Source: an optimization exercise on an open RTL-to-GDS flow (aim: small area and few clock cycles per item). Production flows keep margins and buffers that such runs may drop.
RTL that was checked went through simulation tests only; none was proved equivalent to the original.
Function not checked in run 5: the RTL went through the layout flow alone.

### flow/config.mk
export PLATFORM = sky130hd
export DESIGN_NAME = lh_sensor_decoder
export DESIGN_NICKNAME = lh_sensor_decoder
export VERILOG_FILES = /design/flow/design.v
export SDC_FILE = /design/flow/constraint.sdc
export NUM_CORES = 4
export LEC_CHECK = 0
export CAP_MARGIN = 20
export CORE_MARGIN = 2
export CORE_UTILIZATION = 40
export SLEW_MARGIN = 20
### flow/constraint.sdc
create_clock -name core_clock -period 16.0 [get_ports {clk}]
set_input_delay 3.2000 -clock core_clock [delete_from_list [all_inputs] [get_ports {clk}]]
set_output_delay 3.2000 -clock core_clock [all_outputs]
set_load 0.01 [all_outputs]
### flow/design.v
module lh_sync_match #(
    parameter [31:0] CENTER0 = 32'd3000,
    parameter [31:0] STEP    = 32'd500,
    parameter [31:0] TOL     = 32'd200
) (
    input  wire [31:0] length,
    output reg         match,
    output reg  [2:0]  code
);
    integer k;
    reg [31:0] lo, hi;
    always @* begin
        match = 1'b0;
        code  = 3'd0;
        for (k = 0; k < 8; k = k + 1) begin
            lo = CENTER0 + STEP * k - TOL;
            hi = CENTER0 + STEP * k + TOL;
            if (length >= lo && length <= hi) begin
                match = 1'b1;
                code  = k[2:0];
            end
        end
    end
endmodule
module lh_angle (
    input  wire [18:0]        delta,
    output wire signed [17:0] angle
);
    localparam [41:0] C = 42'd2739955631104;    
    wire [41:0] d = {23'd0, delta};
    wire [41:0] prod = (d << 23) + (d << 18) - (d << 14) + (d << 11)
                     - (d << 9) - (d << 4) + (d << 1) + C;
    assign angle = prod[41:24];
endmodule
module lh_ootx_decoder (
    input  wire        clk,
    input  wire        rst,
    input  wire        bit_valid,
    input  wire        bit_in,
    output wire        wr_en,
    output wire [6:0]  wr_addr,
    output wire [15:0] wr_data,
    output wire        done,
    output wire [8:0]  length,
    output wire        padding
);
    reg        in_frame;     
    reg        in_data;      
    reg [16:0] acc;
    reg [6:0]  count;        
    reg [7:0]  half_len;     
    reg        pad;
    wire        word_end = acc[16];
    wire [15:0] word     = acc[15:0];
    wire        too_long = (word[15:8] != 8'd0) || (word[7:2] == 6'h3f && word[1:0] != 2'd0);
    wire [7:0]  half_n   = {1'b0, word[7:1]} + 8'd2 + {7'd0, word[0]};
    wire [7:0]  count_n  = {1'b0, count} + 8'd1;
    assign wr_en   = bit_valid && in_frame && in_data && word_end && bit_in;
    assign wr_addr = count;
    assign wr_data = word;
    assign done    = wr_en && (count_n == half_len);
    assign length  = {half_len, 1'b0};
    assign padding = pad;
    always @(posedge clk) begin
        if (rst) begin
            in_frame <= 1'b0;
            in_data  <= 1'b0;
            acc      <= 17'h1ffff;
        end else if (bit_valid) begin
            if (!in_frame) begin
                if (acc == 17'd0 && bit_in) begin
                    in_frame <= 1'b1;
                    in_data  <= 1'b0;
                    acc      <= 17'd1;
                end else begin
                    acc <= {acc[15:0], bit_in};
                end
            end else if (!word_end) begin
                acc <= {acc[15:0], bit_in};
            end else if (!bit_in || (!in_data && too_long) || done) begin
                in_frame <= 1'b0;
                acc      <= 17'h1ffff;
            end else begin
                in_data <= 1'b1;
                acc     <= 17'd1;
            end
        end
        if (bit_valid && in_frame && word_end && bit_in) begin
            if (!in_data) begin
                half_len <= half_n;
                pad      <= word[0];
                count    <= 7'd0;
            end else begin
                count    <= count_n[6:0];
            end
        end
    end
endmodule
module lh_pulse_classifier #(
    parameter [31:0] T_SHORT  = 32'd720,
    parameter [31:0] T_GAP    = 32'd38400,
    parameter [31:0] T_WINDOW = 32'd384000
) (
    input  wire        clk,
    input  wire        rst,
    input  wire        step,           
    input  wire [31:0] fall_ref,
    input  wire [31:0] rise,
    input  wire [31:0] prev_rise,
    output reg  [2:0]  kind,
    output wire [31:0] length,
    output wire [31:0] duty,
    output wire [18:0] delta,
    output wire [1:0]  slot,
    output wire        skip,
    output wire        rotor,
    output wire        data,
    output wire        bit_fwd
);
    localparam [2:0] K_NONE = 3'd0, K_SWEEP_VALID = 3'd1, K_SWEEP_INVALID = 3'd2,
                     K_GUARD = 3'd3, K_SYNC = 3'd4, K_UNMATCHED = 3'd5;
    reg [31:0] zero_time;
    reg        axis;
    reg        lh_bit;
    reg        got_sweep;
    reg        got_skip;
    reg        got_not_skip;
    assign length = rise - fall_ref;
    assign duty   = rise - prev_rise;
    wire [31:0] mid  = rise - {1'b0, length[31:1]};
    wire [31:0] dfull = mid - zero_time;
    assign delta = dfull[18:0];
    wire is_sweep = length < T_SHORT;
    wire is_guard = (duty > T_GAP) || got_sweep;
    wire sweep_ok = !got_sweep && got_skip && got_not_skip && (dfull <= T_WINDOW);
    wire       match;
    wire [2:0] code;
    lh_sync_match u_match (
        .length (length),
        .match  (match),
        .code   (code)
    );
    assign skip  = code[2];
    assign rotor = code[0];
    assign data  = code[1];
    assign slot  = {lh_bit, axis};
    wire sweep = step && is_sweep;
    wire guard = step && !is_sweep && is_guard;
    wire sync  = step && !is_sweep && !is_guard && match;
    always @* begin
        if (!step)           kind = K_NONE;
        else if (is_sweep)   kind = sweep_ok ? K_SWEEP_VALID : K_SWEEP_INVALID;
        else if (is_guard)   kind = K_GUARD;
        else if (match)      kind = K_SYNC;
        else                 kind = K_UNMATCHED;
    end
    assign bit_fwd = sync && !skip && got_skip;
    always @(posedge clk) begin
        if (rst) begin
            zero_time    <= 32'd0;
            axis         <= 1'b0;
            got_sweep    <= 1'b0;
            got_skip     <= 1'b0;
            got_not_skip <= 1'b0;
        end else begin
            if (sweep || guard) begin
                got_sweep    <= sweep;
                got_skip     <= 1'b0;
                got_not_skip <= 1'b0;
            end
            if (sync) begin
                lh_bit <= skip;
                if (!skip) begin
                    zero_time    <= fall_ref;
                    axis         <= rotor;
                    got_not_skip <= 1'b1;
                end else begin
                    got_skip     <= 1'b1;
                end
            end
        end
    end
endmodule
module lh_sensor_decoder (
    input  wire               clk,
    input  wire               rst,
    input  wire               in_valid,
    output wire               in_ready,
    input  wire               in_fall_valid,
    input  wire [31:0]        in_fall_ts,
    input  wire               in_rise_valid,
    input  wire [31:0]        in_rise_ts,
    output reg                out_valid,
    output wire [2:0]         out_kind,
    output wire [31:0]        out_length,
    output wire [31:0]        out_duty,
    output wire [1:0]         out_slot,
    output wire signed [17:0] out_angle,
    output wire               out_skip,
    output wire               out_rotor,
    output wire               out_data,
    output wire               out_bit_fwd,
    output wire               ob_we,
    output wire [6:0]         ob_addr,
    output wire [15:0]        ob_wdata,
    output wire               frame_done,
    output wire [8:0]         frame_length,
    output wire               frame_padding
);
    assign in_ready = 1'b1;
    reg [31:0] last_fall;
    reg [31:0] last_rise;
    reg [31:0] prev_rise;    
    reg        rise_v;       
    always @(posedge clk) begin
        if (rst) begin
            out_valid <= 1'b0;
            last_fall <= 32'd0;
            last_rise <= 32'd0;
        end else begin
            out_valid <= in_valid;
            if (in_valid && in_fall_valid)
                last_fall <= in_fall_ts;
            if (in_valid && in_rise_valid)
                last_rise <= in_rise_ts;
        end
        prev_rise <= last_rise;
        rise_v    <= in_rise_valid;
    end
    wire step = out_valid && rise_v;      
    wire [2:0]  kind;
    wire        sync_nskip, sync_skip, sweep_or_guard, is_sweep;
    wire [18:0] delta;
    lh_pulse_classifier u_cls (
        .clk            (clk),
        .rst            (rst),
        .step           (step),
        .fall_ref       (last_fall),
        .rise           (last_rise),
        .prev_rise      (prev_rise),
        .kind           (kind),
        .length         (out_length),
        .duty           (out_duty),
        .delta          (delta),
        .slot           (out_slot),
        .skip           (out_skip),
        .rotor          (out_rotor),
        .data           (out_data),
        .bit_fwd        (out_bit_fwd)
    );
    assign out_kind = kind;
    lh_angle u_angle (
        .delta (delta),
        .angle (out_angle)
    );
    lh_ootx_decoder u_ootx (
        .clk       (clk),
        .rst       (rst),
        .bit_valid (out_bit_fwd),
        .bit_in    (out_data),
        .wr_en     (ob_we),
        .wr_addr   (ob_addr),
        .wr_data   (ob_wdata),
        .done      (frame_done),
        .length    (frame_length),
        .padding   (frame_padding)
    );
endmodule
### flow/run.sh
#!/bin/bash
# synth_recipe.tcl (not shown) runs the flow's synth.tcl, then flattens the netlist and writes it again
# the make line also repeats each setting of config.mk as NAME=value (left out here)
make -C /OpenROAD-flow-scripts/flow DESIGN_CONFIG=/design/flow/config.mk WORK_HOME=/design/flow/orfs CLKGATE_MAP_FILE= SYNTH_SCRIPT=/design/flow/synth_recipe.tcl finish
==> results.py, run 1 <==
metrics = {
    "status": {
        "status": "finished clean",
    },
    "sta": {
        "rsz0062_at_grt": "no",
        "hold-worst-slack_ns": 0.379,
        "setup_tns_ns": 0,
        "fmax_mhz": 65.1,
        "worstMarginPinSlew_ns": 1.07,
        "finalSetupViolations": 0,
        "fin_skew_ns": 0.0209,
        "hold_viol_final": 0,
        "worst_slack_ns": 0.642,
        "fin_crit_sh": 0.960,
        "fin_crit_ns": 15.36,
        "slew_viol_final": 0,
        "relSlewSlack": 0.284,
    },
    "die": {
        "core_region_area_um2": 45600,
        "die_height_um": 219,
        "ioPinCount": 197,
        "die_w_um": 219,
        "rows": 78,
        "die_area_um2": 48100,
        "start_util": 0.407,
    },
    "logic_synthesis": {
        "netlist_area_um2": 18500,
        "synth_top_area_cell": "dfxtp_1",
        "synth_cell_types": 102,
        "synthTopCellsByArea": "dfxtp_1 (17%), ha_1 (15%), fa_1 (9.8%)",
        "avgSynthCellArea_um2": 8.04,
        "synth_most_common_cell": "inv_1",
        "synth_nets": 2696,
        "synth_warnings": 4,
        "synth_top_area_frac": 0.165,
        "ys_ff_latch": 170,
        "synth-edff-count": 17,
        "synthFlopType": "dfxtp_1",
        "async_flop_share": 0,
        "yosysSeqAreaShare": 0.193,
        "synth_common_cells": "inv_1 (305), nand2_1 (253), ha_1 (229)",
        "netlist_instances": 2307,
    },
    "cells_and_area": {
        "drive_gt1_frac": 0.0391,
        "final_area_um2": 21500,
        "finalNetCount": 2829,
        "syn2layout_area_growth_pct": 15.8,
    },
    "cts": {
        "cts_root_buf": "clkbuf_16",
        "htreeDepth": 4,
        "cts_sinks": 170,
        "path_clk_slew_ns": 0.08,
        "clk_path_buf_depth": 2,
        "cts_tree": "yes",
        "cts_buffers": 17,
        "cts_setup_buffers": 0,
        "worstSkewPairLatency_ns": 0.50,
    },
    "placed_design": {
        "io_buffers": 194,
        "place.gp.congestion": 0.949,
        "placedInstanceArea_um2": 20800,
        "dp.final_hpwl_mm": 48.1,
        "post-place-ws_ns": 0.993,
    },
    "setup_path": {
        "crit_type": "flip-flop to primary output",
        "cpMaxStageDelayCell": "a2111oi_1",
        "worst-endpoint-required_ns": 12.80,
        "path_common_cell": "inv_1",
        "start_kind": "flip-flop",
        "cp-end-kind": "primary output",
        "slowest_delay_ns": 0.65,
        "cp.arrival_ns": 12.16,
        "path_max_fanout": 9,
    },
    "run": {
        "maxCapViolCount": 0,
    },
    "grt": {
        "grt_max_degree": 74,
        "antenna_found_initial": 0,
        "grt_pass1_vias": 16400,
        "grt_pass1_wl_mm": 90.8,
        "grt-ovfl-total": 0,
        "grtUsageTotal": 0.244,
    },
    "drt": {
        "vias": 17100,
        "drtIter0Drc": 1187,
        "routed_wl_mm": 58.8,
        "drcViolationCount": 0,
        "routed_via_density": 5.61,
        "wl_per_cell_um": 19.2,
        "dr.pass1.iters": 6,
        "ant_nets": 0,
    },
    "hold_path": {
        "worst_hold_path_type": "flip-flop to flip-flop",
    },
}
[per-layer routing]
| layer | wire (um) | global-route usage | vias up |
|---|---|---|---|
| met4 | 1360 | 0.0687 | 0 |
| met2 | 26900 | 0.399 | 489 |
| met1 | 27300 | 0.331 | 8276 |
| met3 | 3200 | 0.0395 | 76 |
| li1 | - | - | 8294 |
| met5 | 0 | 0 | - |
[final cells by class]
class,instances,area (um2)
tap,600,751
antenna,2,5.00
multi-input combinational,1733,13300
inverter,309,1160
timing repair buffer,209,2050
sequential,170,3570
clock inverter,15,179
fill,4478,24100
clock buffer,17,425
[what timing repair did]
action | CTS | global route
hold buffers | 0 | 0
gates resized for setup | 0 | 2
endpoints found under the setup margin | 0 | 3
[cell usage in the layout, fill, tap and decap left out, types with 16 or more instances in the layout]
master	n
and3_1	18
inv_1	305
fa_1	91
nand2_1	253
clkbuf_16	17
o211ai_1	16
clkdlybuf4s50_1	193
buf_4	16
nor4_1	25
nor3_1	43
xor2_1	38
mux2i_1	58
o21ai_0	80
xnor2_1	48
ha_1	229
edfxtp_1	17
o21bai_1	17
nor2b_1	18
o21a_1	40
and2_1	20
dfxtp_1	153
a21oi_1	170
nor2_1	146
a21o_1	50
nand2b_1	18
a211oi_1	30
nand3_1	52
nand4_1	23
[state kept, by name (all words and copies together), names as in the netlist, 7 cells and up]
| register | flops |
|---|---|
| u_cls.zero_time | 32 |
| last_rise | 32 |
| last_fall | 32 |
| prev_rise | 32 |
| u_ootx.acc | 17 |
| u_ootx.count | 7 |
| u_ootx.half_len | 8 |
[cells by family after synthesis]
logic type / Yosys count / share of synthesized area
compound gates: 564 / 0.203
buf+inv: 404 / 0.0908
mux: 61 / 0.0331
flops: 170 / 0.193
xor+xnor: 89 / 0.0425
simple gates: 697 / 0.185
fa+ha+maj: 320 / 0.253
other cells: 2 / 0.000405
[metrics by stage]
stage,instances,utilization
2_1_floorplan,2307,-
3_3_place_gp,3021,0.457
3_5_place_dp,3021,0.457
4_1_cts,3053,0.470
5_1_grt,3053,0.471
6_report,3055,0.471
[worst paths after layout]
kind                             startpoint              endpoint  slack [ns]  depth (start not counted)
setup / recovery  last_rise[0]$_SDFFE_PP0P_         out_angle[17]        0.64                         40
hold / removal    last_rise[0]$_SDFFE_PP0P_  prev_rise[0]$_DFF_P_        0.38                          0
setup reg to reg  last_rise[0]$_SDFFE_PP0P_  u_ootx.pad$_DFFE_PP_        9.65                         17
hold reg to reg   last_rise[0]$_SDFFE_PP0P_  prev_rise[0]$_DFF_P_        0.38                          0
[critical path, delay by kind of cell (launching register included)]
family	cells	cell delay, ns
AOI/OAI and AO/OA	17	4.70
adders and majority gates	9	3.71
buffers and inverters	8	1.39
xor gates and xnor gates	3	1.01
and+or+nand+nor	3	0.48
DFF	1	0.33
Testbench counts, summed over its fixed seeds: cycles 80,008, polls 80,000.
==> run 2: changes to the inputs <==
--- a/flow/design.v
+++ b/flow/design.v
@@ -27,9 +27,71 @@
     output wire signed [17:0] angle
 );
-    localparam [41:0] C = 42'd2739955631104;    
-    wire [41:0] d = {23'd0, delta};
-    wire [41:0] prod = (d << 23) + (d << 18) - (d << 14) + (d << 11)
-                     - (d << 9) - (d << 4) + (d << 1) + C;
-    assign angle = prod[41:24];
+    localparam [41:0] C = 42'd2731088889376;
+    wire [18:0] d  = delta;
+    wire [18:0] nd = ~delta;
+    wire [41:0] t0 = {d,  23'd0};
+    wire [41:0] t1 = {5'd0,  d,  18'd0};
+    wire [41:0] t2 = {9'd0,  nd, 14'd0};
+    wire [41:0] t3 = {12'd0, d,  11'd0};
+    wire [41:0] t4 = {14'd0, nd,  9'd0};
+    wire [41:0] t5 = {19'd0, nd[18:1], 5'd0};
+    wire [41:0] t6 = {22'd0, d[18:4],  5'd0};
+    wire [41:0] s1, c1, s2, c2, s3, c3, s4, c4, s5, c5, s6, c6;
+    lh_csa #(42) u1 (.a(t0), .b(t1), .c(t2), .s(s1), .co(c1));
+    lh_csa #(42) u2 (.a(t3), .b(t4), .c(t5), .s(s2), .co(c2));
+    lh_csa #(42) u3 (.a(s1), .b(c1), .c(s2), .s(s3), .co(c3));
+    lh_csa #(42) u4 (.a(c2), .b(t6), .c(C),  .s(s4), .co(c4));
+    lh_csa #(42) u5 (.a(s3), .b(c3), .c(s4), .s(s5), .co(c5));
+    lh_csa #(42) u6 (.a(s5), .b(c5), .c(c4), .s(s6), .co(c6));
+    wire [36:0] sum;
+    lh_add #(37) u_add (.a(s6[41:5]), .b(c6[41:5]), .cin(1'b0), .s(sum), .cout());
+    assign angle = sum[36:19];
+endmodule
+module lh_csa #(parameter W = 32) (
+    input  wire [W-1:0] a,
+    input  wire [W-1:0] b,
+    input  wire [W-1:0] c,
+    output wire [W-1:0] s,
+    output wire [W-1:0] co
+);
+    wire [W-1:0] m = (a & b) | (a & c) | (b & c);
+    assign s  = a ^ b ^ c;
+    assign co = {m[W-2:0], 1'b0};
+endmodule
+module lh_add #(parameter W = 32) (
+    input  wire [W-1:0] a,
+    input  wire [W-1:0] b,
+    input  wire         cin,
+    output wire [W-1:0] s,
+    output wire         cout
+);
+    reg [W-1:0] g, p, G, P;
+    integer l, i, d;
+    always @* begin
+        p = a ^ b;
+        g = a & b;
+        g[0] = g[0] | (p[0] & cin);
+        G = g;
+        P = p;
+        for (l = 0; (1 << l) < W; l = l + 1) begin
+            d = 1 << l;
+            for (i = 0; i < W; i = i + 1)
+                if ((i % (2 * d)) == 2 * d - 1) begin
+                    G[i] = G[i] | (P[i] & G[i - d]);
+                    P[i] = P[i] & P[i - d];
+                end
+        end
+        for (l = 16; l >= 0; l = l - 1) begin
+            d = 1 << l;
+            if (2 * d < W)
+                for (i = 0; i < W; i = i + 1)
+                    if (i >= 3 * d - 1 && (i % (2 * d)) == d - 1) begin
+                        G[i] = G[i] | (P[i] & G[i - d]);
+                        P[i] = P[i] & P[i - d];
+                    end
+        end
+    end
+    assign s    = p ^ {G[W-2:0], cin};
+    assign cout = G[W-1];
 endmodule
 module lh_ootx_decoder (
@@ -126,8 +188,12 @@
     reg        got_skip;
     reg        got_not_skip;
-    assign length = rise - fall_ref;
-    assign duty   = rise - prev_rise;
-    wire [31:0] mid  = rise - {1'b0, length[31:1]};
-    wire [31:0] dfull = mid - zero_time;
+    wire len_co;
+    lh_add #(32) u_len (.a(rise), .b(~fall_ref), .cin(1'b1), .s(length), .cout(len_co));
+    lh_add #(32) u_duty (.a(rise), .b(~prev_rise), .cin(1'b1), .s(duty), .cout());
+    wire [32:0] ts, tc, t;
+    lh_csa #(33) u_tcsa (.a({1'b0, rise}), .b({1'b0, fall_ref}), .c({~zero_time, 1'b1}),
+                         .s(ts), .co(tc));
+    lh_add #(33) u_t (.a(ts), .b({tc[32:1], 1'b1}), .cin(1'b1), .s(t), .cout());
+    wire [31:0] dfull = {t[32] ^ ~len_co, t[31:1]};
     assign delta = dfull[18:0];
     wire is_sweep = length < T_SHORT;
==> run 2 against run 1 <==
Still clean on timing, DRC and antenna. Critical path depth decreased by 7. Sequential share of layout area increased by 2.5 points. Critical endpoint is now out_angle[15]. Largest cell class unchanged.
==> results.py, run 2 <==
metrics = {
    "logic_synthesis": {
        "synthFlopType": "dfxtp_1",
        "synth_top_family_by_area": "adder cells",
        "synth-edff-count": 17,
        "avgSynthCellArea_um2": 8.85,
        "synth_cell_types": 77,
        "ys_ff_latch": 170,
        "synthTopCellsByArea": "dfxtp_1 (20%), fa_1 (19%), ha_1 (17%)",
        "synth-compound-area-share": 0.130,
        "synth_common_cells": "inv_1 (351), ha_1 (208), nand2_1 (175)",
        "yosysSeqAreaShare": 0.228,
        "synth-simple-area-share": 0.122,
        "synth_top_area_frac": 0.195,
        "netlist_area_um2": 15700,
        "synth_nets": 2196,
        "synthAdderAreaFrac": 0.354,
        "synth_mux_area_frac": 0.0204,
        "netlist_instances": 1772,
        "synth_warnings": 7,
        "async_flop_share": 0,
        "synthXorXnorAreaFrac": 0.0443,
        "synth_most_common_cell": "inv_1",
        "synth_top_area_cell": "dfxtp_1",
    },
    "cts": {
        "worstSkewPairLatency_ns": 0.46,
        "cts_sinks": 170,
        "clk_path_buf_depth": 2,
        "path_clk_slew_ns": 0.07,
        "cts_buffers": 17,
        "htreeDepth": 4,
        "cts_tree": "yes",
        "cts_root_buf": "clkbuf_16",
        "cts_setup_buffers": 0,
        "post_cts_resized": 0,
        "hold_buffers": 0,
    },
    "setup_path": {
        "start_kind": "flip-flop",
        "cpMaxStageDelayCell": "fa_1",
        "r2r_slack_ns": 9.13,
        "cp.arrival_ns": 10.44,
        "critPathTopFamily": "adder cells",
        "path_common_cell": "fa_1",
        "cp-end-kind": "primary output",
        "path_max_fanout": 6,
        "worst-endpoint-required_ns": 12.80,
        "slowest_delay_ns": 0.57,
        "crit_type": "flip-flop to primary output",
        "crit_buf_inv": 5,
    },
    "sta": {
        "setup_tns_ns": 0,
        "finalSetupViolations": 0,
        "relSlewSlack": 0.367,
        "worstMarginPinSlew_ns": 0.947,
        "rsz0062_at_grt": "no",
        "hold-worst-slack_ns": 0.382,
        "hold_viol_final": 0,
        "fin_crit_sh": 0.852,
        "fin_skew_ns": 0.0251,
        "slew_viol_final": 0,
        "fmax_mhz": 73.3,
        "fin_crit_ns": 13.64,
    },
    "run": {
        "maxCapViolCount": 0,
    },
    "cells_and_area": {
        "drive_gt1_frac": 0.0343,
        "final_cell_mix": "inv_1 (351), ha_1 (208), clkdlybuf4s50_1 (193)",
        "fillers": 3716,
        "multi_input_area_um2": 10500,
        "syn2layout_area_growth_pct": 19.2,
        "layout_commonest_cell": "inv_1",
        "finalNetCount": 2365,
        "seqCellArea_um2": 3570,
    },
    "grt": {
        "gr-usage-met2": 0.357,
        "globalRoute.busiestLayer": "met2",
        "use_met1": 0.281,
        "grt_max_degree": 67,
        "grtUsageTotal": 0.215,
        "grt-ovfl-total": 0,
        "grt_pass1_vias": 13000,
        "groute.layer.met3.usage": 0.0390,
        "antenna_found_initial": 2,
        "grt_pass1_wl_mm": 68.7,
    },
    "die": {
        "die_height_um": 202,
        "start_util": 0.406,
        "ioPinCount": 197,
        "core_region_area_um2": 38600,
        "die_w_um": 202,
        "die_area_um2": 40800,
        "rows": 72,
    },
    "placed_design": {
        "place.gp.congestion": 0.883,
        "dp.final_hpwl_mm": 34.7,
        "io_buffers": 194,
    },
    "drt": {
        "drtIter0Drc": 666,
        "dr.pass1.iters": 5,
        "ant_nets": 0,
        "vias": 12600,
        "routed_wl_mm": 42.5,
        "routed_via_density": 5.10,
        "wl_per_cell_um": 17.2,
        "drcViolationCount": 0,
    },
    "hold_path": {
        "worst_hold_path_type": "flip-flop to flip-flop",
    },
    "status": {
        "status": "finished clean",
    },
}
[run 2: cell types whose count changed after synthesis, moves of 34 or more]
cell / before / now
a21oi_1: 170 / 120
nor2_1: 146 / 96
fa_1: 91 / 147
o21ai_0: 80 / 46
nand2_1: 253 / 175
inv_1: 305 / 351
[run 2: path summary, 6_finish.rpt]
path	start	endpoint	depth (start not counted)
max reg2reg	last_rise[0]$_SDFFE_PP0P_	u_ootx.half_len[2]$_DFFE_PP_	27
max	last_rise[2]$_SDFFE_PP0P_	out_angle[15]	33
min reg2reg	last_rise[0]$_SDFFE_PP0P_	prev_rise[0]$_DFF_P_	0
min	last_rise[0]$_SDFFE_PP0P_	prev_rise[0]$_DFF_P_	0
[run 2: area by class of cell]
type,count,share of cell area
Tap cell,518,0.0347
Clock buffer,17,0.0228
Inverter,357,0.0719
Multi-Input combinational cell,1195,0.563
Timing Repair Buffer,200,0.106
Sequential cell,170,0.191
Clock inverter,15,0.00951
Antenna cell,2,0.000268
[run 2: kinds of logic after synthesis]
family                     after synthesis
DFF                                    170
other                                    2
adders and majority gates              355
AOI/OAI and AO/OA                      314
buffers and inverters                  407
muxes                                   32
xor gates and xnor gates                76
and+or+nand+nor                        416
[run 2: metrics by stage]
step / instance area (um2) / setup WS [ns] / utilization / std cells
2_1_floorplan: 15700 / 4.54 / - / 1772
3_3_place_gp: 18100 / 3.07 / 0.468 / 2440
3_5_place_dp: 18100 / 2.84 / 0.468 / 2440
4_1_cts: 18700 / 2.30 / 0.483 / 2472
5_1_grt: 18700 / 1.65 / 0.483 / 2474
6_report: 18700 / 2.36 / 0.483 / 2474
[run 2: metal layers]
| metal | part of all wire | vias up |
|---|---|---|
| li1 | - | 6116 |
| met1 | 0.46 | 6093 |
| met2 | 0.47 | 357 |
| met3 | 0.051 | 54 |
| met4 | 0.023 | 0 |
| met5 | 0 | - |
[run 2: worst reg2reg max path, stage by stage (launching register included)]
cell,delay [ns]
dfxtp_1,0.33
inv_1,0.10
ha_1,0.15
inv_1,0.04
fa_1,0.38
a21o_1,0.19
a21oi_1,0.33
o21ai_1,0.26
a31o_2,0.33
inv_2,0.09
nor3b_1,0.06
o41ai_2,0.38
nor2_1,0.11
a2111oi_2,0.47
o21ba_1,0.18
o21bai_1,0.08
a31oi_1,0.22
fa_1,0.27
nand3_1,0.10
nor4_1,0.17
nand3b_1,0.12
or4_1,0.53
nor4_2,0.23
a21boi_4,0.26
nand2_4,0.22
inv_4,0.18
nand3_1,0.15
nor2_1,0.58
Testbench counts of run 2, summed over its fixed seeds: cycles 80,008, polls 80,000.
==> run 3: changes to the inputs <==
--- a/flow/design.v
+++ b/flow/design.v
@@ -27,23 +27,197 @@
     output wire signed [17:0] angle
 );
-    localparam [41:0] C = 42'd2731088889376;
     wire [18:0] d  = delta;
     wire [18:0] nd = ~delta;
-    wire [41:0] t0 = {d,  23'd0};
-    wire [41:0] t1 = {5'd0,  d,  18'd0};
-    wire [41:0] t2 = {9'd0,  nd, 14'd0};
-    wire [41:0] t3 = {12'd0, d,  11'd0};
-    wire [41:0] t4 = {14'd0, nd,  9'd0};
-    wire [41:0] t5 = {19'd0, nd[18:1], 5'd0};
-    wire [41:0] t6 = {22'd0, d[18:4],  5'd0};
-    wire [41:0] s1, c1, s2, c2, s3, c3, s4, c4, s5, c5, s6, c6;
-    lh_csa #(42) u1 (.a(t0), .b(t1), .c(t2), .s(s1), .co(c1));
-    lh_csa #(42) u2 (.a(t3), .b(t4), .c(t5), .s(s2), .co(c2));
-    lh_csa #(42) u3 (.a(s1), .b(c1), .c(s2), .s(s3), .co(c3));
-    lh_csa #(42) u4 (.a(c2), .b(t6), .c(C),  .s(s4), .co(c4));
-    lh_csa #(42) u5 (.a(s3), .b(c3), .c(s4), .s(s5), .co(c5));
-    lh_csa #(42) u6 (.a(s5), .b(c5), .c(c4), .s(s6), .co(c6));
+    wire w1, w2, w3, w4, w5, w6, w7, w8, w9, w10, w11, w12, w13, w14, w15, w16, w17, w18, w19, w20, w21, w22, w23, w24, w25, w26, w27, w28, w29, w30, w31, w32, w33, w34, w35, w36, w37, w38, w39, w40, w41, w42, w43, w44, w45, w46, w47, w48, w49, w50, w51, w52, w53, w54, w55, w56, w57, w58, w59, w60, w61, w62, w63, w64, w65, w66, w67, w68, w69, w70, w71, w72, w73, w74, w75, w76, w77, w78, w79, w80, w81, w82, w83, w84, w85, w86, w87, w88, w89, w90, w91, w92, w93, w94, w95, w96, w97, w98, w99, w100, w101, w102, w103, w104, w105, w106, w107, w108, w109, w110, w111, w112, w113, w114, w115, w116, w117, w118, w119, w120, w121, w122, w123, w124, w125, w126, w127, w128, w129, w130, w131, w132, w133, w134, w135, w136, w137, w138, w139, w140, w141, w142, w143, w144, w145, w146, w147, w148, w149, w150, w151, w152, w153, w154, w155, w156, w157, w158, w159, w160, w161, w162, w163, w164, w165, w166, w167, w168, w169, w170, w171, w172, w173, w174, w175, w176, w177, w178, w179, w180, w181, w182, w183, w184, w185, w186;
+    assign w1 = d[0] ^ nd[4];
+    assign w2 = d[0] & nd[4];
+    assign w3 = d[1] ^ nd[5];
+    assign w4 = d[1] & nd[5];
+    assign w5 = d[2] ^ nd[6];
+    assign w6 = d[2] & nd[6];
+    assign w7 = nd[0] ^ d[3] ^ nd[5];
+    assign w8 = (nd[0] & d[3]) | (nd[0] & nd[5]) | (d[3] & nd[5]);
+    assign w9 = nd[1] ^ d[4] ^ nd[6];
+    assign w10 = (nd[1] & d[4]) | (nd[1] & nd[6]) | (d[4] & nd[6]);
+    assign w11 = nd[2] ^ d[5] ^ nd[7];
+    assign w12 = (nd[2] & d[5]) | (nd[2] & nd[7]) | (d[5] & nd[7]);
+    assign w13 = nd[12] ^ d[15];
+    assign w14 = nd[12] & d[15];
+    assign w15 = nd[3] ^ d[6] ^ nd[8];
+    assign w16 = (nd[3] & d[6]) | (nd[3] & nd[8]) | (d[6] & nd[8]);
+    assign w17 = nd[13] ^ d[16];
+    assign w18 = nd[13] & d[16];
+    assign w19 = w1 ^ d[7] ^ nd[9];
+    assign w20 = (w1 & d[7]) | (w1 & nd[9]) | (d[7] & nd[9]);
+    assign w21 = nd[14] ^ d[17] ^ 1'b1;
+    assign w22 = (nd[14] & d[17]) | (nd[14] & 1'b1) | (d[17] & 1'b1);
+    assign w23 = w2 ^ w3 ^ d[8];
+    assign w24 = (w2 & w3) | (w2 & d[8]) | (w3 & d[8]);
+    assign w25 = nd[10] ^ nd[15] ^ d[18];
+    assign w26 = (nd[10] & nd[15]) | (nd[10] & d[18]) | (nd[15] & d[18]);
+    assign w27 = w4 ^ w5 ^ d[9];
+    assign w28 = (w4 & w5) | (w4 & d[9]) | (w5 & d[9]);
+    assign w29 = nd[11] ^ nd[16] ^ 1'b1;
+    assign w30 = (nd[11] & nd[16]) | (nd[11] & 1'b1) | (nd[16] & 1'b1);
+    assign w31 = w6 ^ d[3] ^ nd[7];
+    assign w32 = (w6 & d[3]) | (w6 & nd[7]) | (d[3] & nd[7]);
+    assign w33 = d[10] ^ nd[12] ^ nd[17];
+    assign w34 = (d[10] & nd[12]) | (d[10] & nd[17]) | (nd[12] & nd[17]);
+    assign w35 = d[4] ^ nd[8] ^ d[11];
+    assign w36 = (d[4] & nd[8]) | (d[4] & d[11]) | (nd[8] & d[11]);
+    assign w37 = nd[13] ^ nd[18];
+    assign w38 = nd[13] & nd[18];
+    assign w39 = d[0] ^ d[5] ^ nd[9];
+    assign w40 = (d[0] & d[5]) | (d[0] & nd[9]) | (d[5] & nd[9]);
+    assign w41 = d[12] ^ nd[14] ^ 1'b1;
+    assign w42 = (d[12] & nd[14]) | (d[12] & 1'b1) | (nd[14] & 1'b1);
+    assign w43 = d[1] ^ d[6] ^ nd[10];
+    assign w44 = (d[1] & d[6]) | (d[1] & nd[10]) | (d[6] & nd[10]);
+    assign w45 = d[13] ^ nd[15] ^ 1'b1;
+    assign w46 = (d[13] & nd[15]) | (d[13] & 1'b1) | (nd[15] & 1'b1);
+    assign w47 = d[2] ^ d[7] ^ nd[11];
+    assign w48 = (d[2] & d[7]) | (d[2] & nd[11]) | (d[7] & nd[11]);
+    assign w49 = d[14] ^ nd[16];
+    assign w50 = d[14] & nd[16];
+    assign w51 = d[3] ^ d[8] ^ nd[12];
+    assign w52 = (d[3] & d[8]) | (d[3] & nd[12]) | (d[8] & nd[12]);
+    assign w53 = d[15] ^ nd[17];
+    assign w54 = d[15] & nd[17];
+    assign w55 = d[4] ^ d[9] ^ nd[13];
+    assign w56 = (d[4] & d[9]) | (d[4] & nd[13]) | (d[9] & nd[13]);
+    assign w57 = d[16] ^ nd[18];
+    assign w58 = d[16] & nd[18];
+    assign w59 = d[5] ^ d[10] ^ nd[14];
+    assign w60 = (d[5] & d[10]) | (d[5] & nd[14]) | (d[10] & nd[14]);
+    assign w61 = d[6] ^ d[11] ^ nd[15];
+    assign w62 = (d[6] & d[11]) | (d[6] & nd[15]) | (d[11] & nd[15]);
+    assign w63 = d[7] ^ d[12];
+    assign w64 = d[7] & d[12];
+    assign w65 = d[8] ^ d[13];
+    assign w66 = d[8] & d[13];
+    assign w67 = d[9] ^ d[14];
+    assign w68 = d[9] & d[14];
+    assign w69 = nd[0] ^ nd[5];
+    assign w70 = nd[0] & nd[5];
+    assign w71 = nd[1] ^ nd[6] ^ d[9];
+    assign w72 = (nd[1] & nd[6]) | (nd[1] & d[9]) | (nd[6] & d[9]);
+    assign w73 = d[0] ^ nd[2] ^ nd[7];
+    assign w74 = (d[0] & nd[2]) | (d[0] & nd[7]) | (nd[2] & nd[7]);
+    assign w75 = d[1] ^ nd[3] ^ nd[8];
+    assign w76 = (d[1] & nd[3]) | (d[1] & nd[8]) | (nd[3] & nd[8]);
+    assign w77 = d[2] ^ nd[4] ^ nd[9];
+    assign w78 = (d[2] & nd[4]) | (d[2] & nd[9]) | (nd[4] & nd[9]);
+    assign w79 = w7 ^ nd[10] ^ d[13];
+    assign w80 = (w7 & nd[10]) | (w7 & d[13]) | (nd[10] & d[13]);
+    assign w81 = w8 ^ w9 ^ nd[11];
+    assign w82 = (w8 & w9) | (w8 & nd[11]) | (w9 & nd[11]);
+    assign w83 = w10 ^ w11 ^ w13;
+    assign w84 = (w10 & w11) | (w10 & w13) | (w11 & w13);
+    assign w85 = w12 ^ w14 ^ w15;
+    assign w86 = (w12 & w14) | (w12 & w15) | (w14 & w15);
+    assign w87 = w16 ^ w18 ^ w19;
+    assign w88 = (w16 & w18) | (w16 & w19) | (w18 & w19);
+    assign w89 = w20 ^ w22 ^ w23;
+    assign w90 = (w20 & w22) | (w20 & w23) | (w22 & w23);
+    assign w91 = w24 ^ w26 ^ w27;
+    assign w92 = (w24 & w26) | (w24 & w27) | (w26 & w27);
+    assign w93 = w28 ^ w30 ^ w31;
+    assign w94 = (w28 & w30) | (w28 & w31) | (w30 & w31);
+    assign w95 = w32 ^ w34 ^ w35;
+    assign w96 = (w32 & w34) | (w32 & w35) | (w34 & w35);
+    assign w97 = w36 ^ w38 ^ w39;
+    assign w98 = (w36 & w38) | (w36 & w39) | (w38 & w39);
+    assign w99 = w40 ^ w42 ^ w43;
+    assign w100 = (w40 & w42) | (w40 & w43) | (w42 & w43);
+    assign w101 = w44 ^ w46 ^ w47;
+    assign w102 = (w44 & w46) | (w44 & w47) | (w46 & w47);
+    assign w103 = w48 ^ w50 ^ w51;
+    assign w104 = (w48 & w50) | (w48 & w51) | (w50 & w51);
+    assign w105 = w52 ^ w54 ^ w55;
+    assign w106 = (w52 & w54) | (w52 & w55) | (w54 & w55);
+    assign w107 = w56 ^ w58 ^ w59;
+    assign w108 = (w56 & w58) | (w56 & w59) | (w58 & w59);
+    assign w109 = w60 ^ w61 ^ d[18];
+    assign w110 = (w60 & w61) | (w60 & d[18]) | (w61 & d[18]);
+    assign w111 = w62 ^ w63 ^ nd[16];
+    assign w112 = (w62 & w63) | (w62 & nd[16]) | (w63 & nd[16]);
+    assign w113 = w64 ^ w65 ^ nd[17];
+    assign w114 = (w64 & w65) | (w64 & nd[17]) | (w65 & nd[17]);
+    assign w115 = w66 ^ w67 ^ nd[18];
+    assign w116 = (w66 & w67) | (w66 & nd[18]) | (w67 & nd[18]);
+    assign w117 = w68 ^ d[10] ^ d[15];
+    assign w118 = (w68 & d[10]) | (w68 & d[15]) | (d[10] & d[15]);
+    assign w119 = nd[1] ^ d[4];
+    assign w120 = nd[1] & d[4];
+    assign w121 = nd[2] ^ d[5];
+    assign w122 = nd[2] & d[5];
+    assign w123 = nd[3] ^ d[6];
+    assign w124 = nd[3] & d[6];
+    assign w125 = nd[4] ^ d[7];
+    assign w126 = nd[4] & d[7];
+    assign w127 = w69 ^ d[8] ^ 1'b1;
+    assign w128 = (w69 & d[8]) | (w69 & 1'b1) | (d[8] & 1'b1);
+    assign w129 = w70 ^ w71 ^ 1'b1;
+    assign w130 = (w70 & w71) | (w70 & 1'b1) | (w71 & 1'b1);
+    assign w131 = w72 ^ w73 ^ d[10];
+    assign w132 = (w72 & w73) | (w72 & d[10]) | (w73 & d[10]);
+    assign w133 = w74 ^ w75 ^ d[11];
+    assign w134 = (w74 & w75) | (w74 & d[11]) | (w75 & d[11]);
+    assign w135 = w76 ^ w77 ^ d[12];
+    assign w136 = (w76 & w77) | (w76 & d[12]) | (w77 & d[12]);
+    assign w137 = w78 ^ w79 ^ 1'b1;
+    assign w138 = (w78 & w79) | (w78 & 1'b1) | (w79 & 1'b1);
+    assign w139 = w80 ^ w81 ^ d[14];
+    assign w140 = (w80 & w81) | (w80 & d[14]) | (w81 & d[14]);
+    assign w141 = w82 ^ w83 ^ 1'b1;
+    assign w142 = (w82 & w83) | (w82 & 1'b1) | (w83 & 1'b1);
+    assign w143 = w84 ^ w85 ^ w17;
+    assign w144 = (w84 & w85) | (w84 & w17) | (w85 & w17);
+    assign w145 = w86 ^ w87 ^ w21;
+    assign w146 = (w86 & w87) | (w86 & w21) | (w87 & w21);
+    assign w147 = w88 ^ w89 ^ w25;
+    assign w148 = (w88 & w89) | (w88 & w25) | (w89 & w25);
+    assign w149 = w90 ^ w91 ^ w29;
+    assign w150 = (w90 & w91) | (w90 & w29) | (w91 & w29);
+    assign w151 = w92 ^ w93 ^ w33;
+    assign w152 = (w92 & w93) | (w92 & w33) | (w93 & w33);
+    assign w153 = w94 ^ w95 ^ w37;
+    assign w154 = (w94 & w95) | (w94 & w37) | (w95 & w37);
+    assign w155 = w96 ^ w97 ^ w41;
+    assign w156 = (w96 & w97) | (w96 & w41) | (w97 & w41);
+    assign w157 = w98 ^ w99 ^ w45;
+    assign w158 = (w98 & w99) | (w98 & w45) | (w99 & w45);
+    assign w159 = w100 ^ w101 ^ w49;
+    assign w160 = (w100 & w101) | (w100 & w49) | (w101 & w49);
+    assign w161 = w102 ^ w103 ^ w53;
+    assign w162 = (w102 & w103) | (w102 & w53) | (w103 & w53);
+    assign w163 = w104 ^ w105 ^ w57;
+    assign w164 = (w104 & w105) | (w104 & w57) | (w105 & w57);
+    assign w165 = w106 ^ w107 ^ d[17];
+    assign w166 = (w106 & w107) | (w106 & d[17]) | (w107 & d[17]);
+    assign w167 = w108 ^ w109 ^ 1'b1;
+    assign w168 = (w108 & w109) | (w108 & 1'b1) | (w109 & 1'b1);
+    assign w169 = w110 ^ w111 ^ 1'b1;
+    assign w170 = (w110 & w111) | (w110 & 1'b1) | (w111 & 1'b1);
+    assign w171 = w112 ^ w113 ^ 1'b1;
+    assign w172 = (w112 & w113) | (w112 & 1'b1) | (w113 & 1'b1);
+    assign w173 = w114 ^ w115 ^ 1'b1;
+    assign w174 = (w114 & w115) | (w114 & 1'b1) | (w115 & 1'b1);
+    assign w175 = w116 ^ w117 ^ 1'b1;
+    assign w176 = (w116 & w117) | (w116 & 1'b1) | (w117 & 1'b1);
+    assign w177 = w118 ^ d[11] ^ d[16];
+    assign w178 = (w118 & d[11]) | (w118 & d[16]) | (d[11] & d[16]);
+    assign w179 = d[12] ^ d[17] ^ 1'b1;
+    assign w180 = (d[12] & d[17]) | (d[12] & 1'b1) | (d[17] & 1'b1);
+    assign w181 = d[13] ^ d[18] ^ 1'b1;
+    assign w182 = (d[13] & d[18]) | (d[13] & 1'b1) | (d[18] & 1'b1);
+    assign w183 = d[14] ^ 1'b1;
+    assign w184 = d[14] & 1'b1;
+    assign w185 = d[15] ^ 1'b1;
+    assign w186 = d[15] & 1'b1;
+    wire [36:0] ra = {d[18], d[17], w186, w184, w182, w180, w178, w176, w174, w172, w170, w168, w166, w164, w162, w160, w158, w156, w154, w152, w150, w148, w146, w144, w142, w140, w138, w136, w134, w132, w130, w128, w126, w124, w122, w120, w119};
+    wire [36:0] rb = {1'b1, 1'b0, d[16], w185, w183, w181, w179, w177, w175, w173, w171, w169, w167, w165, w163, w161, w159, w157, w155, w153, w151, w149, w147, w145, w143, w141, w139, w137, w135, w133, w131, w129, w127, w125, w123, w121, 1'b1};
     wire [36:0] sum;
-    lh_add #(37) u_add (.a(s6[41:5]), .b(c6[41:5]), .cin(1'b0), .s(sum), .cout());
+    lh_add #(37) u_add (.a(ra), .b(rb), .cin(1'b0), .s(sum), .cout());
     assign angle = sum[36:19];
 endmodule
@@ -224,6 +398,4 @@
     always @(posedge clk) begin
         if (rst) begin
-            zero_time    <= 32'd0;
-            axis         <= 1'b0;
             got_sweep    <= 1'b0;
             got_skip     <= 1'b0;
@@ -236,12 +408,15 @@
             end
             if (sync) begin
-                lh_bit <= skip;
-                if (!skip) begin
-                    zero_time    <= fall_ref;
-                    axis         <= rotor;
+                if (!skip)
                     got_not_skip <= 1'b1;
-                end else begin
+                else
                     got_skip     <= 1'b1;
-                end
+            end
+        end
+        if (sync) begin
+            lh_bit <= skip;
+            if (!skip) begin
+                zero_time <= fall_ref;
+                axis      <= rotor;
             end
         end
==> run 3 against run 2 <==
Maximum frequency grew 8.2%. Worst setup slack gained 1.0 ns. Routed wire length grew 2.0%. Non-clock buffer count grew 3. Critical path depth shrank 2. Synthesized cell count shrank 5.5%. Worst hold slack lost 0.014 ns.
==> results.py, run 3 <==
metrics = {
    "cts": {
        "path_clk_slew_ns": 0.07,
        "cts_sinks": 170,
        "htreeDepth": 4,
        "cts_buffers": 17,
        "post_cts_resized": 0,
        "worstSkewPairLatency_ns": 0.45,
        "clk_path_buf_depth": 2,
        "hold_buffers": 0,
        "cts_root_buf": "clkbuf_16",
        "cts_setup_buffers": 0,
        "cts_tree": "yes",
    },
    "placed_design": {
        "dp.final_hpwl_mm": 35.2,
        "io_buffers": 194,
        "post-place-ws_ns": 3.88,
        "place_inst": 2311,
        "place.gp.congestion": 0.930,
    },
    "grt": {
        "grtUsageTotal": 0.229,
        "use_met1": 0.307,
        "antenna_found_initial": 1,
        "groute.layer.met3.usage": 0.0344,
        "grt_pass1_wl_mm": 68.5,
        "grt_max_degree": 86,
        "grt-ovfl-total": 0,
        "gr-usage-met2": 0.392,
        "globalRoute.busiestLayer": "met2",
        "grt_pass1_vias": 12400,
    },
    "logic_synthesis": {
        "synth-edff-count": 50,
        "synth_warnings": 7,
        "synthAdderAreaFrac": 0.329,
        "synthFlopType": "dfxtp_1",
        "async_flop_share": 0,
        "synth_common_cells": "inv_1 (330), nand2_1 (187), ha_1 (163)",
        "synth_cell_types": 72,
        "synth_top_area_cell": "fa_1",
        "synth-compound-area-share": 0.136,
        "synthTopCellsByArea": "fa_1 (19%), dfxtp_1 (16%), ha_1 (14%)",
        "yosysSeqAreaShare": 0.260,
        "avgSynthCellArea_um2": 8.98,
        "synth_mux_area_frac": 0.000666,
        "synth_top_area_frac": 0.193,
        "synth_nets": 2051,
        "synth-simple-area-share": 0.130,
        "synth_top_family_by_area": "adder cells",
        "netlist_area_um2": 15000,
        "netlist_instances": 1674,
        "synth_most_common_cell": "inv_1",
        "synthXorXnorAreaFrac": 0.0489,
        "ys_ff_latch": 170,
    },
    "cells_and_area": {
        "layout.cells.non_filler": 2343,
        "diodes": 0,
        "syn2layout_area_growth_pct": 19.8,
        "final_core_util": 0.483,
        "multi_input_area_um2": 9700,
        "seqCellArea_um2": 3900,
        "finalNetCount": 2233,
        "layout_commonest_cell": "inv_1",
        "fillers": 3621,
        "final_cell_mix": "inv_1 (330), clkdlybuf4s50_1 (193), nand2_1 (186)",
        "drive_gt1_frac": 0.0332,
    },
    "drt": {
        "routed_wl_mm": 43.4,
        "drcViolationCount": 0,
        "drtIter0Drc": 662,
        "dr.pass1.iters": 5,
        "vias": 12100,
        "ant_nets": 0,
        "routed_via_density": 5.18,
        "wl_per_cell_um": 18.5,
    },
    "setup_path": {
        "cp_num_cells": 31,
        "critPathTopFamily": "adder cells",
        "path_max_fanout": 10,
        "worst-endpoint-required_ns": 12.80,
        "cp-end-kind": "primary output",
        "slowest_delay_ns": 0.60,
        "path_common_cell": "fa_1",
        "cpMaxStageDelayCell": "fa_1",
        "crit_buf_inv": 5,
        "cp.arrival_ns": 9.40,
        "r2r_cells": 26,
        "start_kind": "flip-flop",
        "crit_type": "flip-flop to primary output",
    },
    "sta": {
        "relSlewSlack": 0.273,
        "hold_viol_final": 0,
        "worstMarginPinSlew_ns": 1.09,
        "fin_skew_ns": 0.0109,
        "fmax_mhz": 79.3,
        "hold-worst-slack_ns": 0.368,
        "slew_viol_final": 0,
        "fin_crit_sh": 0.788,
        "worst_slack_ns": 3.40,
        "finalSetupViolations": 0,
        "fin_crit_ns": 12.60,
        "rsz0062_at_grt": "no",
        "setup_tns_ns": 0,
    },
    "hold_path": {
        "hold_depth": 0,
        "worst_hold_path_type": "flip-flop to flip-flop",
    },
    "die": {
        "ioPinCount": 197,
        "start_util": 0.403,
        "rows": 71,
        "core_region_area_um2": 37300,
        "die_w_um": 198,
        "die_height_um": 198,
        "die_area_um2": 39200,
    },
    "status": {
        "status": "finished clean",
    },
    "run": {
        "maxCapViolCount": 0,
    },
}
-- run 3: worst paths after layout --
check,startpoint,end,slack [ns]
worst min-delay path,last_rise[0]$_SDFFE_PP0P_,prev_rise[0]$_DFF_P_,0.37
worst min register to register,last_rise[0]$_SDFFE_PP0P_,prev_rise[0]$_DFF_P_,0.37
worst max-delay path,last_rise[2]$_SDFFE_PP0P_,out_angle[12],3.40
worst max register to register,last_rise[0]$_SDFFE_PP0P_,u_ootx.half_len[7]$_DFFE_PP_,8.53
-- run 3: metrics by stage --
step           area (um2)
6_report            18000
3_5_place_dp        17500
2_1_floorplan       15000
3_3_place_gp        17500
5_1_grt             18000
4_1_cts             18000
-- run 3: cell type report --
class | count | area share
Clock buffer | 19 | 0.0240
Tap cell | 474 | 0.0329
Clock inverter | 13 | 0.00660
Sequential cell | 170 | 0.217
Multi-Input combinational cell | 1127 | 0.538
Timing Repair Buffer | 203 | 0.111
Inverter | 337 | 0.0705
-- run 3: layer usage --
layer / vias up / wire length [um]
met2: 325 / 20900
li1: 5880 / -
met1: 5896 / 19700
met4: 2 / 546
met3: 32 / 2220
met5: - / 13
-- run 3: logic make-up (layout without fill, tap and decap cells) --
family	Yosys count	in the layout
compound gates	330	330
mux	1	1
other cells	2	2
flops	170	170
fa+ha+maj	308	308
xor+xnor	76	76
simple gates	410	410
buf+inv	377	572
Testbench counts of run 3, summed over its fixed seeds: cycles 80,008, polls 80,000.
==> run 4: changes to the inputs <==
==> flow/flow/run.sh (new file) <==
#!/bin/bash
# The standard layout, except that the port buffers inserted before global
# placement are the smallest buffer, sky130_fd_sc_hd__buf_1, instead of the
# cell buffer_ports picks by default; repair_design and repair_timing still
# resize them where timing or slew needs it.
set -euo pipefail
bash standard.sh 'BUFFER_PORTS_ARGS=-buffer_cell sky130_fd_sc_hd__buf_1' finish > standard.log 2>&1
==> flow/standard.sh (new file) <==
#!/bin/bash
# synth_recipe.tcl (not shown) runs the flow's synth.tcl, then flattens the netlist and writes it again
# the make line also repeats each setting of config.mk as NAME=value (left out here)
make -C /OpenROAD-flow-scripts/flow DESIGN_CONFIG=/design/flow/config.mk WORK_HOME=/design/flow/orfs CLKGATE_MAP_FILE= SYNTH_SCRIPT=/design/flow/synth_recipe.tcl "${@:-finish}"
removed: flow/run.sh
==> run 4 against run 3 <==
Critical path depth rose by 4. Non-clock buffer count rose by 1. Sequential share of layout area rose by 1.5 points. Still clean on timing, DRC and antenna. Final cell count barely moved.
==> results.py, run 4 <==
metrics = {
    "logic_synthesis": {
        "synth_cell_types": 72,
        "ys_ff_latch": 170,
        "synth_warnings": 7,
        "synthTopCellsByArea": "fa_1 (19%), dfxtp_1 (16%), ha_1 (14%)",
        "avgSynthCellArea_um2": 8.98,
        "synthFlopType": "dfxtp_1",
        "synth-edff-count": 50,
        "async_flop_share": 0,
        "synth_common_cells": "inv_1 (330), nand2_1 (187), ha_1 (163)",
        "synth_most_common_cell": "inv_1",
        "synth_top_area_frac": 0.193,
        "netlist_area_um2": 15000,
        "synth_nets": 2051,
        "yosysSeqAreaShare": 0.260,
        "synth_top_area_cell": "fa_1",
        "netlist_instances": 1674,
    },
    "setup_path": {
        "r2r_cells": 26,
        "crit_start": "last_rise[2]$_SDFFE_PP0P_",
        "worst-endpoint-required_ns": 12.80,
        "start_kind": "flip-flop",
        "path_max_fanout": 5,
        "cpMaxStageDelayCell": "xnor2_1",
        "timing.rr.end": "u_ootx.half_len[7]$_DFFE_PP_",
        "r2r_slack_ns": 8.62,
        "endpoint": "out_angle[12]",
        "r2r_start": "last_rise[0]$_SDFFE_PP0P_",
        "cp-end-kind": "primary output",
        "cp.arrival_ns": 8.93,
        "slowest_delay_ns": 0.61,
        "crit_type": "flip-flop to primary output",
    },
    "drt": {
        "drcViolationCount": 0,
        "dr.pass1.iters": 4,
        "ant_nets": 0,
        "drtIter0Drc": 660,
        "routed_wl_mm": 43.0,
        "wl_per_cell_um": 18.4,
        "vias": 12200,
        "routed_via_density": 5.20,
    },
    "cts": {
        "clk_path_buf_depth": 2,
        "worstSkewPairLatency_ns": 0.45,
        "cts_setup_buffers": 0,
        "htreeDepth": 4,
        "cts_buffers": 17,
        "cts_tree": "yes",
        "post_cts_resized": 0,
        "cts_sinks": 170,
        "cts_root_buf": "clkbuf_16",
        "path_clk_slew_ns": 0.07,
        "hold_buffers": 0,
    },
    "cells_and_area": {
        "syn2layout_area_growth_pct": 12.0,
        "multi_input_area_um2": 9700,
        "finalNetCount": 2234,
        "layout_commonest_cell": "inv_1",
        "fillers": 3726,
        "final_cell_mix": "inv_1 (330), buf_1 (193), nand2_1 (186)",
        "seqCellArea_um2": 3900,
        "drive_gt1_frac": 0.0348,
    },
    "sta": {
        "relSlewSlack": 0.309,
        "worstMarginPinSlew_ns": 1.03,
        "fin_crit_ns": 12.13,
        "slew_viol_final": 0,
        "hold-worst-slack_ns": 0.375,
        "hold_viol_final": 0,
        "setup_tns_ns": 0,
        "fin_skew_ns": 0.0143,
        "finalSetupViolations": 0,
        "fin_crit_sh": 0.758,
        "rsz0062_at_grt": "no",
        "fmax_mhz": 82.5,
    },
    "die": {
        "ioPinCount": 197,
        "die_height_um": 198,
        "die_w_um": 198,
        "start_util": 0.403,
        "die_area_um2": 39200,
        "rows": 71,
        "core_region_area_um2": 37300,
    },
    "grt": {
        "grt-ovfl-total": 0,
        "grtUsageTotal": 0.224,
        "groute.layer.met3.usage": 0.0317,
        "grt_max_degree": 64,
        "use_met1": 0.304,
        "gr-usage-met2": 0.374,
        "antenna_found_initial": 1,
        "globalRoute.busiestLayer": "met2",
        "grt_pass1_wl_mm": 67.3,
        "grt_pass1_vias": 12300,
    },
    "placed_design": {
        "io_buffers": 194,
        "dp.final_hpwl_mm": 35.0,
        "place.gp.congestion": 0.943,
    },
    "run": {
        "maxCapViolCount": 0,
    },
    "status": {
        "status": "finished clean",
    },
    "hold_path": {
        "hold_depth": 0,
        "worst_hold_path_type": "flip-flop to flip-flop",
    },
}
==> run 4: cell counts after synthesis <==
No cell type changed its count.
==> run 4: metrics by stage <==
step                 util  instances  setup WS, ns  area [um2]
CTS                 0.451       2344          3.92       16800
finish              0.451       2345          3.87       16800
global route        0.451       2345          3.17       16800
detailed placement  0.436       2312          4.42       16300
global placement    0.436       2312          4.68       16300
floorplan               -       1674          5.67       15000
==> run 4: cell families (layout without fill, tap and decap cells) <==
| family | Yosys count | after routing | synth area share |
|---|---|---|---|
| simple gates | 410 | 410 | 0.130 |
| mux | 1 | 1 | 0.000666 |
| fa+ha+maj | 308 | 308 | 0.329 |
| compound gates | 330 | 330 | 0.136 |
| xor+xnor | 76 | 76 | 0.0489 |
| buf+inv | 377 | 573 | 0.0957 |
| other cells | 2 | 3 | 0.000499 |
| flops | 170 | 170 | 0.260 |
==> run 4: final cells by class <==
type                            count  share of cell area
Antenna cell                        1            0.000149
Clock buffer                       20              0.0265
Clock inverter                     12             0.00750
Inverter                          337              0.0754
Multi-Input combinational cell   1127               0.576
Sequential cell                   170               0.232
Tap cell                          474              0.0352
Timing Repair Buffer              204              0.0478
==> run 4: how the worst min path moves through the flow <==
| stage | startpoint | endpoint |
|---|---|---|
| after floorplan | last_rise[0]$_SDFFE_PP0P_ | prev_rise[0]$_DFF_P_ |
| after global placement | last_rise[0]$_SDFFE_PP0P_ | prev_rise[0]$_DFF_P_ |
| after detailed placement | last_rise[0]$_SDFFE_PP0P_ | prev_rise[0]$_DFF_P_ |
| after CTS | last_rise[0]$_SDFFE_PP0P_ | prev_rise[0]$_DFF_P_ |
| after global routing | last_rise[0]$_SDFFE_PP0P_ | prev_rise[0]$_DFF_P_ |
| final | last_rise[0]$_SDFFE_PP0P_ | prev_rise[0]$_DFF_P_ |
==> run 4: per-layer routing <==
layer | wire [um] | share of wire
met1 | 19500 | 0.45
met2 | 20400 | 0.47
met3 | 2110 | 0.049
met4 | 1100 | 0.026
met5 | 0 | 0
==> run 4: critical path: cells and delay by family, from the launching register on <==
kind                     cells  cell delay, ns
flip-flops                   1            0.39
adder cells (fa/ha/maj)      8            3.21
XOR/XNOR                     2            0.76
AO/OA/AOI/OAI               13            2.50
AND/OR/NAND/NOR              6            0.81
buffers and inverters        6            0.78
==> run 5: changes to the inputs <==
--- a/flow/design.v
+++ b/flow/design.v
@@ -269,4 +269,33 @@
     assign cout = G[W-1];
 endmodule
+module lh_add_cs #(parameter W = 32, parameter LO = 16) (
+    input  wire [W-1:0] a,
+    input  wire [W-1:0] b,
+    input  wire         cin,
+    output wire [W-1:0] s,
+    output wire         cout
+);
+    wire [W:0]    c;
+    wire [W:LO]   c0, c1;
+    wire [W-1:LO] s0, s1;
+    assign c[0] = cin;
+    genvar i;
+    generate
+        for (i = 0; i < LO; i = i + 1) begin : g_lo
+            assign s[i]   = a[i] ^ b[i] ^ c[i];
+            assign c[i+1] = (a[i] & b[i]) | (a[i] & c[i]) | (b[i] & c[i]);
+        end
+        assign c0[LO] = 1'b0;
+        assign c1[LO] = 1'b1;
+        for (i = LO; i < W; i = i + 1) begin : g_hi
+            assign s0[i]   = a[i] ^ b[i] ^ c0[i];
+            assign c0[i+1] = (a[i] & b[i]) | (a[i] & c0[i]) | (b[i] & c0[i]);
+            assign s1[i]   = a[i] ^ b[i] ^ c1[i];
+            assign c1[i+1] = (a[i] & b[i]) | (a[i] & c1[i]) | (b[i] & c1[i]);
+        end
+    endgenerate
+    assign s[W-1:LO] = c[LO] ? s1 : s0;
+    assign cout      = c[LO] ? c1[W] : c0[W];
+endmodule
 module lh_ootx_decoder (
     input  wire        clk,
@@ -343,5 +372,5 @@
     input  wire [31:0] fall_ref,
     input  wire [31:0] rise,
-    input  wire [31:0] prev_rise,
+    input  wire [31:0] duty_in,
     output reg  [2:0]  kind,
     output wire [31:0] length,
@@ -363,6 +392,6 @@
     reg        got_not_skip;
     wire len_co;
-    lh_add #(32) u_len (.a(rise), .b(~fall_ref), .cin(1'b1), .s(length), .cout(len_co));
-    lh_add #(32) u_duty (.a(rise), .b(~prev_rise), .cin(1'b1), .s(duty), .cout());
+    lh_add_cs #(32, 16) u_len (.a(rise), .b(~fall_ref), .cin(1'b1), .s(length), .cout(len_co));
+    assign duty = duty_in;
     wire [32:0] ts, tc, t;
     lh_csa #(33) u_tcsa (.a({1'b0, rise}), .b({1'b0, fall_ref}), .c({~zero_time, 1'b1}),
@@ -452,5 +481,5 @@
     reg [31:0] last_fall;
     reg [31:0] last_rise;
-    reg [31:0] prev_rise;    
+    reg [31:0] duty;         
     reg        rise_v;       
     always @(posedge clk) begin
@@ -466,7 +495,9 @@
                 last_rise <= in_rise_ts;
         end
-        prev_rise <= last_rise;
+        duty      <= duty_n;
         rise_v    <= in_rise_valid;
     end
+    wire [31:0] duty_n;
+    lh_add_cs #(32, 22) u_duty (.a(in_rise_ts), .b(~last_rise), .cin(1'b1), .s(duty_n), .cout());
     wire step = out_valid && rise_v;      
     wire [2:0]  kind;
@@ -479,5 +510,5 @@
         .fall_ref       (last_fall),
         .rise           (last_rise),
-        .prev_rise      (prev_rise),
+        .duty_in        (duty),
         .kind           (kind),
         .length         (out_length),
==> run 5 against run 4 <==
Still clean. Worst setup slack got worse by 1.2 ns. Cell area fell by 2.3%. Sequential share of layout area rose by 0.55 points. Non-clock buffer count rose by 1. First-iteration DRC count fell by 16%. Maximum frequency fell by 9.0%. Clock skew fell by 0.0033 ns. Global-route usage fell by 1.4 points. Highest routed layer unchanged.
==> results.py, run 5 <==
metrics = {
    "sta": {
        "relSlewSlack": 0.323,
        "finalSetupViolations": 0,
        "worstMarginPinSlew_ns": 1.01,
        "fin_crit_sh": 0.833,
        "worst_slack_ns": 2.67,
        "fmax_mhz": 75.0,
        "fin_skew_ns": 0.0110,
        "hold-worst-slack_ns": 0.460,
        "rsz0062_at_grt": "no",
        "fin_crit_ns": 13.33,
    },
    "cts": {
        "worstSkewPairLatency_ns": 0.44,
        "clk_path_buf_depth": 2,
        "htreeDepth": 4,
        "cts_root_buf": "clkbuf_16",
        "path_clk_slew_ns": 0.07,
        "cts_setup_buffers": 0,
        "cts_tree": "yes",
    },
    "placed_design": {
        "dp.final_hpwl_mm": 31.7,
        "io_buffers": 194,
        "place.gp.congestion": 0.895,
        "placedInstanceArea_um2": 15900,
    },
    "cells_and_area": {
        "fillers": 3598,
        "final_area_um2": 16500,
        "final_cell_mix": "inv_1 (324), buf_1 (193), nand2_1 (165)",
        "final_core_util": 0.453,
        "finalNetCount": 2148,
    },
    "grt": {
        "antenna_found_initial": 0,
        "grt-ovfl-total": 0,
        "grt_pass1_vias": 11700,
        "grt_max_degree": 85,
        "grtUsageTotal": 0.210,
    },
    "drt": {
        "routed_via_density": 5.12,
        "wl_per_cell_um": 17.2,
        "vias": 11700,
        "dr.pass1.iters": 6,
        "routed_wl_mm": 39.2,
        "ant_nets": 0,
    },
    "logic_synthesis": {
        "synthFlopType": "dfxtp_1",
        "netlist_instances": 1618,
        "ys_ff_latch": 170,
        "synth_nets": 1968,
        "synth_cell_types": 86,
        "synth-edff-count": 50,
        "synth_top_area_cell": "fa_1",
        "synthTopCellsByArea": "fa_1 (20%), dfxtp_1 (16%), ha_1 (11%)",
        "async_flop_share": 0,
        "avgSynthCellArea_um2": 9.07,
    },
    "setup_path": {
        "cpMaxStageDelayCell": "fa_1",
        "cp_num_cells": 34,
        "cp.arrival_ns": 13.69,
        "timing.rr.end": "duty[31]$_DFF_P_",
        "crit_start": "in_rise_ts[0]",
        "path_common_cell": "fa_1",
        "path_max_fanout": 3,
        "slowest_delay_ns": 0.44,
        "start_kind": "input pin",
        "cp-end-kind": "flip-flop",
        "r2r_slack_ns": 5.28,
    },
    "status": {
        "status": "finished clean",
    },
    "hold_path": {
        "worst_hold_path_type": "flip-flop to flip-flop",
    },
    "die": {
        "die_area_um2": 38300,
        "die_w_um": 196,
        "start_util": 0.404,
        "rows": 70,
    },
    "run": {
        "maxCapViolCount": 0,
    },
}
[run 5: routing by layer]
metal,share of wire,track usage,up-vias
met1,0.45,0.279,5717
met3,0.045,0.0337,42
met2,0.48,0.357,266
met4,0.020,0.0571,0
li1,-,-,5652
met5,0,0,-
[run 5: cell type report]
class | count | share of cell area
inverter | 324 | 0.0739
multi-input combinational | 1080 | 0.569
clock buffer | 17 | 0.0259
antenna | 1 | 0.000152
tap | 468 | 0.0356
timing repair buffer | 205 | 0.0493
sequential | 170 | 0.237
clock inverter | 15 | 0.00905
[run 5: cells by family (layout without fill, tap and decap cells)]
| logic type | after synthesis | after routing | share of synthesized area |
|---|---|---|---|
| AND/OR/NAND/NOR | 435 | 435 | 0.149 |
| buffers and inverters | 368 | 561 | 0.0971 |
| AO/OA/AOI/OAI | 290 | 290 | 0.129 |
| adder cells (fa/ha/maj) | 281 | 281 | 0.316 |
| flip-flops | 170 | 170 | 0.266 |
| XOR/XNOR | 68 | 68 | 0.0406 |
| multiplexers | 4 | 4 | 0.00281 |
| other | 2 | 3 | 0.000511 |
[run 5: how the worst min path moves through the flow]
stage | from | slack, ns | endpoint
after global routing | last_fall[19]$_SDFFE_PP0P_ | 0.47 | u_cls.zero_time[19]$_DFFE_PN_
after CTS | last_fall[19]$_SDFFE_PP0P_ | 0.46 | u_cls.zero_time[19]$_DFFE_PN_
after floorplan | last_fall[11]$_SDFFE_PP0P_ | 0.43 | u_cls.zero_time[11]$_DFFE_PN_
after global placement | last_fall[30]$_SDFFE_PP0P_ | 0.45 | u_cls.zero_time[30]$_DFFE_PN_
final | last_fall[19]$_SDFFE_PP0P_ | 0.46 | u_cls.zero_time[19]$_DFFE_PN_
after detailed placement | last_fall[19]$_SDFFE_PP0P_ | 0.45 | u_cls.zero_time[19]$_DFFE_PN_
[run 5: stage by stage]
step,cells
after floorplan,1618
after global routing,2279
final,2280
after global placement,2247
after CTS,2279
after detailed placement,2247
[run 5: worst reg2reg max path: cells and delay by family, from the launching register on]
family,cells,cell delay (ns)
xor+xnor,1,0.13
simple gates,1,0.18
flops,1,0.33
fa+ha+maj,22,8.55
compound gates,8,1.47

separate check: timing with driven ports:
In the flow no input, the clock included, has a driving cell. The finished layouts below were timed again as built, in two steps. Step 1 sets driving cells, clkbuf_16 on the clock port and buf_2 on the other inputs (assumed; they add their load-dependent delay and slew). Step 2 also shifts input and output timing later by t, the mid clock arrival at the registers, as if the neighbouring blocks saw the same clock. a / b / c = ideal / step 1 / step 2; a / b = the first two.
run | t, ns | setup slack, ns | worst setup path at the end
run 1 | 0.548 | 0.642 / 0.587 / 1.136 | register to output
run 2 | 0.504 | 2.364 / 2.310 / 2.814 | register to output
run 3 | 0.497 | 3.396 / 3.340 / 3.837 | register to output
run 4 | 0.492 | 3.874 / 3.821 / 4.313 | register to output
run 5 | 0.483 | 2.675 / 2.701 / 2.217 | input to register
After both steps every run listed still meets setup and hold. The setup slack of run 5, which loses most, moves by +0.026 ns with the drivers and by -0.458 ns with both steps.
